Source: an optimization exercise on an open RTL-to-GDS flow (aim: a short achievable clock period and few clock cycles). Production flows keep margins and buffers that such runs may drop. The RTL was checked by simulation tests, not by an equivalence proof against the original design. Power and IR drop assume default switching activity.

==> run Y: inputs <==
## lima_vm
module lima_vm (
    input  wire        clk,
    input  wire        rst,           
    input  wire [15:0] entry,         
    output reg         mem_valid,
    output reg         mem_we,
    output reg  [15:0] mem_addr,
    output reg  [31:0] mem_wdata,
    input  wire        mem_ready,
    input  wire [31:0] mem_rdata,
    output wire        in_req,
    output wire        in_float,
    input  wire        in_valid,
    input  wire        in_fail,
    input  wire [31:0] in_data,
    output wire        out_valid,
    output wire        out_float,
    output wire [31:0] out_data,
    input  wire        out_ready,
    output wire        halted,
    output wire [2:0]  err_code,
    output wire [15:0] ip,
    output wire [3:0]  flags,         
    output wire [31:0] r0,
    output wire [31:0] r1
);
clock: 22.0 ns
lec_check: 0
abc_clock_period_in_ps: 5000
cap_margin: 20
core_margin: 2
core_utilization: 30
place_density: 0.55
slew_margin: 20
run.sh (not shown) runs the stock make flow with config.mk's settings and CLKGATE_MAP_FILE= SYNTH_SCRIPT=/design/flow/synth_recipe.tcl, a recipe that flattens the netlist after the stock synthesis.
==> run B (differences from run Y) <==
--- a/flow/design.v
+++ b/flow/design.v
@@ -6427,14 +6427,17 @@
         case (bb)
             2'b00: begin d_ea1 = {4'd0, a1};            d_ea2 = {6'd0, a2};            end
             2'b01: begin d_ea1 = {4'd0, a1} + x0[15:0]; d_ea2 = {6'd0, a2} + x0[15:0]; end
             2'b10: begin d_ea1 = d_xr[15:0];            d_ea2 = d_xr[15:0];            end
             default: begin d_ea1 = {4'd0, a1} + d_xr[15:0]; d_ea2 = {6'd0, a2} + d_xr[15:0]; end
         endcase
     end
+    wire [15:0] d_base  = (bb == 2'b00) ? 16'd0 : (bb == 2'b01) ? x0[15:0] : d_xr[15:0];
+    wire [15:0] d_off   = (bb == 2'b10) ? 16'd0 : {4'd0, a1};
+    wire [15:0] d_ea1p  = d_off + d_base + 16'd1;
     wire d_ea_bad = bb[1] && r_bad;
     wire d_oob1 = d_ea1 > 16'hFFFC;
     wire d_oob2 = d_ea2 > 16'hFFFC;
     wire fw_zero = !(fs || fv || fz || fc);
     wire d_taken = (opc == OP_JZ) ? fw_zero :
                    (opc == OP_JG) ? (!fs && (fv || fz || fc)) :
                                     fs;
@@ -6476,14 +6479,15 @@
     reg         yf_v;                
     reg  [1:0]  yf_slot;
     wire        bk_busy = |s_busy;
     reg         ex_v;
     reg  [7:0]  ex_op;
     reg  [15:0] ex_ip, ex_addr;
     reg  [31:0] ex_a, ex_b;
+    reg         ex_zdiv;         
     wire x_busy    = (xs != X_IDLE);
     wire x_xwriter = x_busy && (x_kind == K_LOAD || x_kind == K_RR);
     wire x_fwriter = (x_busy && (x_kind == K_M2 || x_kind == K_RR)) || ex_v || yf_v;
     wire d_uses_x  = (bb != 2'b00) && (d_m2 || d_in || d_out || d_jmp);
     wire d_fetch_oob = dip > 16'hFFFC;
     wire d_have    = (fcnt >= 4'd4) || d_fetch_oob;
     wire halting   = (xs == X_ERR) || (xs == X_HALT);
@@ -6567,16 +6571,14 @@
                           (ex_a[31] && !ex_b[31] && ex_b != 0 && !ediff[31] && ediff != 0);
     wire        e_v     = e_sub ? e_sub_v : e_add_v;
     wire        e_c     = e_sub ? (ex_a < ex_b) : esum[31];
     wire        mul_done, div_done, fpu0_done, fpu1_done;
     wire [3:0]  u_done = {fpu1_done, fpu0_done, div_done, mul_done};
     wire        ex_single = (ex_op == OP_IADD) || (ex_op == OP_ISUB);
     wire        ex_mayfail = (ex_op == OP_IDIV) || (ex_op == OP_RDIV);
-    wire        ex_zdiv  = (ex_op == OP_IDIV && ex_b == 32'd0) ||
-                           (ex_op == OP_RDIV && ex_b[30:0] == 31'd0);
     wire        ex_fault = ex_v && ex_zdiv;
     wire        pw_slot  = !pw1_valid;   
     wire [3:0]  s_rdy    = s_busy & (s_hold | u_done);
     wire [3:0]  s_commit = !pw_slot ? 4'd0 :
                            s_rdy[0] ? 4'b0001 : s_rdy[1] ? 4'b0010 :
                            s_rdy[2] ? 4'b0100 : s_rdy[3] ? 4'b1000 : 4'b0000;
     wire        bk_pw    = |s_commit;
@@ -6621,14 +6623,15 @@
     wire [3:0]  u_s = {fpu1_s, fpu0_s, div_q[31], mul_res[31]};
     wire [3:0]  u_z = {fpu1_z, fpu0_z, div_q == 32'd0, mul_res == 32'd0};
     wire [3:0]  u_v = {3'b000, mul_ovf};
     wire [31:0] c_res = s_hold[c_slot] ? s_res[c_slot] : u_res[c_slot];
     wire        c_fs  = s_hold[c_slot] ? s_fs[c_slot]  : u_s[c_slot];
     wire        c_fv  = s_hold[c_slot] ? s_fv[c_slot]  : u_v[c_slot];
     wire        c_fz  = s_hold[c_slot] ? s_fz[c_slot]  : u_z[c_slot];
+    wire [31:0] h_b = (xs == X_RD2) ? mem_rdata : w2;
     wire        x_hand = (ex_free && !ex_fault) &&
                          ((xs == X_RD2 && xrd_done) || xs == X_EX);
     wire        e_busy_n = x_hand || ex_v;      
     wire        e_fail_n = x_hand ? ((x_op == OP_IDIV) || (x_op == OP_RDIV)) : (ex_v && ex_mayfail);
     wire        bk_busy_n = e_busy_n || bk_busy || ex_go;
     wire        pk_ov1 = (x_hand && ovl(pk_ea1, ea1)) || (ex_v && ovl(pk_ea1, ex_addr)) ||
                          (s_busy[0] && ovl(pk_ea1, s_addr[0])) || (s_busy[1] && ovl(pk_ea1, s_addr[1])) ||
@@ -6847,17 +6850,17 @@
                             if (k == fc1 + 3) fb[k] <= mem_rdata[31:24];
                         end
                     end
                 end
                 if (dec_fire && d_err) begin
                     dec_stop <= 1'b1;
                 end else if (dec_fire && d_redirect) begin
-                    dip   <= d_ea1 + 16'd1;
+                    dip   <= d_ea1p;
                     fcnt  <= 4'd0;
-                    fnext <= {1'b0, d_ea1} + 17'd1;
+                    fnext <= {(d_ea1p == 16'd0), d_ea1p};
                 end else if (dec_fire && d_flush) begin
                     dip   <= dip + 16'd1;
                     fcnt  <= 4'd0;
                     fnext <= {1'b0, dip} + 17'd1;
                 end else begin
                     if (dec_fire) dip <= dip + 16'd1;
                     if (fetch_done && !f_stale) begin
@@ -6976,15 +6979,17 @@
                 if (x_fail) x_code <= x_fcode;
                 if (x_hand) begin
                     ex_v    <= 1'b1;
                     ex_op   <= x_op;
                     ex_ip   <= x_ip;
                     ex_addr <= ea1;
                     ex_a    <= w1;
-                    ex_b    <= (xs == X_RD2) ? mem_rdata : w2;
+                    ex_b    <= h_b;
+                    ex_zdiv <= (x_op == OP_IDIV && h_b == 32'd0) ||
+                               (x_op == OP_RDIV && h_b[30:0] == 31'd0);
                 end else if (ex_pw || ex_go || ex_fault) begin
                     ex_v    <= 1'b0;
                 end
                 if (ex_fault) begin
                     x_code <= E_DIV;
                     x_ip   <= ex_ip;
                 end
==> results.txt <==
Distinct cells, synth: run Y 113; run B 114
Net switching fraction of the power: run Y 43.8%; run B 41.7%
Seq cells: run Y 2064; run B 2066
Met3 capacity usage during global routing: run Y 4.83%; run B 5.61%
Seq/total area: run Y 25.5%; run B 25.4%
Post-synthesis share of cell area spent on xor and xnor gates: run Y 5.09%; run B 4.99%
Status: run Y complete, no violations; run B complete, no violations
Synthesized area per cell: run Y 8.91 sq um; run B 8.89 sq um
Net count reported at finish: run Y 23.7k; run B 23.9k
Source-to-sink clock delay at the later pin of the worst-skew pair: run Y 1.04 ns; run B 1.07 ns
Number of fill cells in the layout: run Y 64.8k; run B 65.3k
GRT met1 Usage: run Y 34.3%; run B 32.5%
Startpoint of the lowest-slack hold path: run Y u_fpu0.res[15]; run B u_fpu1.s1_sign
R2r endpoint: run Y pw_data[22]; run B pw_data[19]
Proportion of synthesized chip area in sequential cells: run Y 28.5%; run B 28.3%
Net count after synthesis: run Y 23.7k; run B 23.9k
Cells after synthesis: run Y 21.2k; run B 21.4k
Reg2reg setup slack: run Y 12.98 ns; run B 13.26 ns
Count of antenna diodes in the layout: run Y 46; run B 42
Weighted congestion reported at the end of routability-driven placement: run Y 0.973; run B 1.01
Total number of vias: run Y 166k; run B 170k
Multi-input gate share of the layout cell area: run Y 57.9%; run B 58.3%
Post-synthesis compound-gate area fraction: run Y 16.2%; run B 17.1%
Reg2Reg Launch Point: run Y ex_op[0]; run B pw1_valid
Longest individual stage delay on the worst path: run Y 0.98 ns; run B 0.84 ns
Area of the mapped netlist: run Y 189000 sq um; run B 190000 sq um
Testbench counts of run Y, summed over its fixed seeds: cycles 135,603.
Testbench counts of run B, summed over its fixed seeds: cycles 135,603.

## separate check: timing with driven ports
In the flow no input, the clock included, has a driving cell. The finished layouts below were timed again as built, in two steps.
Step 1 sets driving cells, clkbuf_16 on the clock port and buf_2 on the other inputs (assumed; they add their load-dependent delay and slew).
Step 2 also shifts input and output timing later by t, the mid clock arrival at the registers, as if the neighbouring blocks saw the same clock.
Three values: ideal ports, drivers, drivers and shift; two values: the first two.
run | t, ns | setup slack, ns | worst slew at a driven data input, ns | cell pins on the clock port's net
run Y | 1.088 | 12.985 / 12.985 / 12.985 | 0.09 | 1
run B | 1.120 | 13.263 / 13.263 / 13.263 | 0.16 | 1
After both steps setup and hold are still met in every run listed.
